Source: an optimization exercise on an open RTL-to-GDS flow (aim: small area, a short achievable clock period and few clock cycles per item). Production flows keep margins and buffers that such runs may drop.
In this exercise RTL edits were held to simulation tests only and were not proved equivalent to the original.
No activity file was given, so power comes from the tool's default toggle rates.

run 1:
// uecp_frame_dec
module uecp_frame_dec (
    input  wire       clk,
    input  wire       rst,
    input  wire       in_valid,
    output wire       in_ready,
    input  wire [7:0] in_data,
    input  wire       in_last,
    output reg        res_valid,
    input  wire       res_ready,
    output reg  [2:0] res_status,
    output wire [9:0] res_site,
    output wire [5:0] res_enc,
    output wire [7:0] res_seq,
    output wire [7:0] res_mel,
    output wire [7:0] res_nelem
);
    localparam [2:0] ST_OK      = 3'd0;
    localparam [2:0] ST_UNKNOWN = 3'd1;
    localparam [2:0] ST_CRC     = 3'd2;
    localparam [2:0] ST_SHORT   = 3'd4;
    localparam [1:0] W_CODE  = 2'd0;   
    localparam [1:0] W_SKIPC = 2'd1;   
    localparam [1:0] W_SKIPL = 2'd2;   
    localparam [1:0] W_LEN   = 2'd3;   
    function [6:0] lut;
        input [7:0] b;
        input       off;
        reg c01, c02, c03, c07, c0A, c13, c1A, c16, c0D, c19, c1C, c2D, c17;
        begin
            c01 = off ? (b == 8'h04) : (b == 8'h01);
            c02 = off ? (b == 8'h05) : (b == 8'h02);
            c03 = off ? (b == 8'h06) : (b == 8'h03);
            c07 = off ? (b == 8'h0A) : (b == 8'h07);
            c0A = off ? (b == 8'h0D) : (b == 8'h0A);
            c13 = off ? (b == 8'h16) : (b == 8'h13);
            c1A = off ? (b == 8'h1D) : (b == 8'h1A);
            c16 = off ? (b == 8'h19) : (b == 8'h16);
            c0D = off ? (b == 8'h10) : (b == 8'h0D);
            c19 = off ? (b == 8'h1C) : (b == 8'h19);
            c1C = off ? (b == 8'h1F) : (b == 8'h1C);
            c2D = off ? (b == 8'h30) : (b == 8'h2D);
            c17 = off ? (b == 8'h1A) : (b == 8'h17);
            lut[6] = c16 | c19 | c1C;
  ...
export LEC_CHECK = 0
export CAP_MARGIN = 20
export CORE_MARGIN = 2
export CORE_UTILIZATION = 40
export GPL_TIMING_DRIVEN = 0
export SETUP_SLACK_MARGIN = 1.85
export SLEW_MARGIN = 20
create_clock -name core_clock -period 3.5 [get_ports {clk}]
standard.sh (not shown) runs the stock make flow with config.mk's settings and CLKGATE_MAP_FILE= SYNTH_SCRIPT=/design/flow/synth_recipe.tcl, a recipe that flattens the netlist after the stock synthesis.
==> flow/flow/run.sh <==
#!/bin/bash
# Standard layout, with the I/O port buffers built from a small buffer cell
# instead of the delay cell buffer_ports picks on its own. Synthesis is the
# standard one (standard.sh synth), so the registers keep their names.
set -euo pipefail
bash standard.sh synth > synth.log 2>&1
bash standard.sh BUFFER_PORTS_ARGS="-buffer_cell sky130_fd_sc_hd__buf_2" finish > layout.log 2>&1
Testbench counts of run 1, summed over its fixed seeds: cycles 39,609, frames 384.
## Diff of input files: run 2 against run 1
Settings: CORE_UTILIZATION now 35, was 40; GPL_TIMING_DRIVEN no longer set, was 0.
--- outcome ---
The flow did not stop early for run 2: all stages ran, and the layout cleared the timing, design-rule and antenna checks. Run 2 vs run 1, clock-buffer cell count went down by 1. From run 2 to run 1, sequential cell count did not move at all. STATUS achievable frequency: run 2 wins against run 1. In run 2 relative to run 1, routed wire length had gone up by a few percent. Any difference in multi-input gate share of total cell area between run 1 and run 2 is small enough to ignore. Source of the critical timing path = in_data[1]: run 2; source of the critical timing path = nelem[1]$_SDFFE_PP0P_: run 1. Run 1 → run 2: post-place instance area shrank by about 1.6%; relative contribution of the clock network to total power grew by 1.2 points; mean area per synthesized cell held steady; final cell count without fillers held steady.
diff inputs: run 2 => run 3
Settings: changing CORE_UTILIZATION from 35 to 40; changing SETUP_SLACK_MARGIN from 1.85 to 2.0.
## What came out
Comparing run 3 and run 2, the lower post-layout total power is on run 2.
Looking at areal power density over the cells, run 3 sits about 13% below run 2.
Taking run 2 as the reference, in run 3 fraction of area in multi-input gates -1.9 points, worst-margin pin slew -0.21 ns, share of final layout cell area taken by non-clock buffers +8.0 points.
Total routed wirelength was lower in run 2 than in run 3.
Diff run 2 -> run 3: depth of the most critical reg-to-reg path went down by 1, count of vias placed by the detailed router rose by 207, total internal power now sits higher.
The following lists how run 4 was set up differently from run 3:
Settings: an added GPL_TIMING_DRIVEN of 0; a change of SETUP_SLACK_MARGIN from 2.0 to 1.875.
Results
- The via count normalized by instance count in run 4 sits 0.094 below the value recorded for run 3.
- The relative max-transition margin of run 4 is lower than that of run 3.
- On share of the synthesized netlist area taken by xor and xnor gates, run 3 and run 4 are basically level.
- Diff run 3 -> run 4 | synthesis-to-finish area growth | decrease of 21 points
- Multi-input gate area in the final layout in run 4 is 330 um2 below run 3.
- Of run 4 and run 3, it is run 4 that has the lower global-route wire length before repair.
[inputs] run 5 vs run 4
Settings: changing SETUP_SLACK_MARGIN from 1.875 to 1.85; setting GPL_ROUTABILITY_DRIVEN to 0 for the first time.
- Changes observed in run 5 relative to run 4: sequential cell fraction of total power decreased by 0.2 points relative to the old numbers, required time at the endpoint of the critical path now sits higher, amount of wire on met2 after detailed routing now larger.

-- afterwards: timing with drivers on the ports --
How much do the figures lean on ideal ports? The routed layouts below were timed once more, with nothing changed but the port constraints.
Step 1, drivers: a clkbuf_16 drives clk and a buf_2 each remaining input, both assumed.
Step 2 also shifts input and output timing later by t, the mid clock arrival at the registers, as if the neighbouring blocks saw the same clock.
Three values: ideal, step 1, step 2; two values: the first two.
| run | t (ns) | setup slack, ns | worst slew at a driven data input, ns |
|---|---|---|---|
| run 1 | 0.381 | 1.902 / 1.863 / 1.593 | 0.05 |
| run 2 | 0.385 | 1.912 / 1.881 / 1.544 | 0.03 |
| run 3 | 0.385 | 1.924 / 1.885 / 1.674 | 0.04 |
| run 4 | 0.391 | 1.920 / 1.880 / 1.582 | 0.05 |
| run 5 | 0.380 | 1.894 / 1.881 / 1.528 | 0.05 |
After both steps setup and hold are still met in every run listed. For run 2, which loses most, drivers alone change the setup slack by -0.031 ns; drivers and shift together by -0.368 ns.
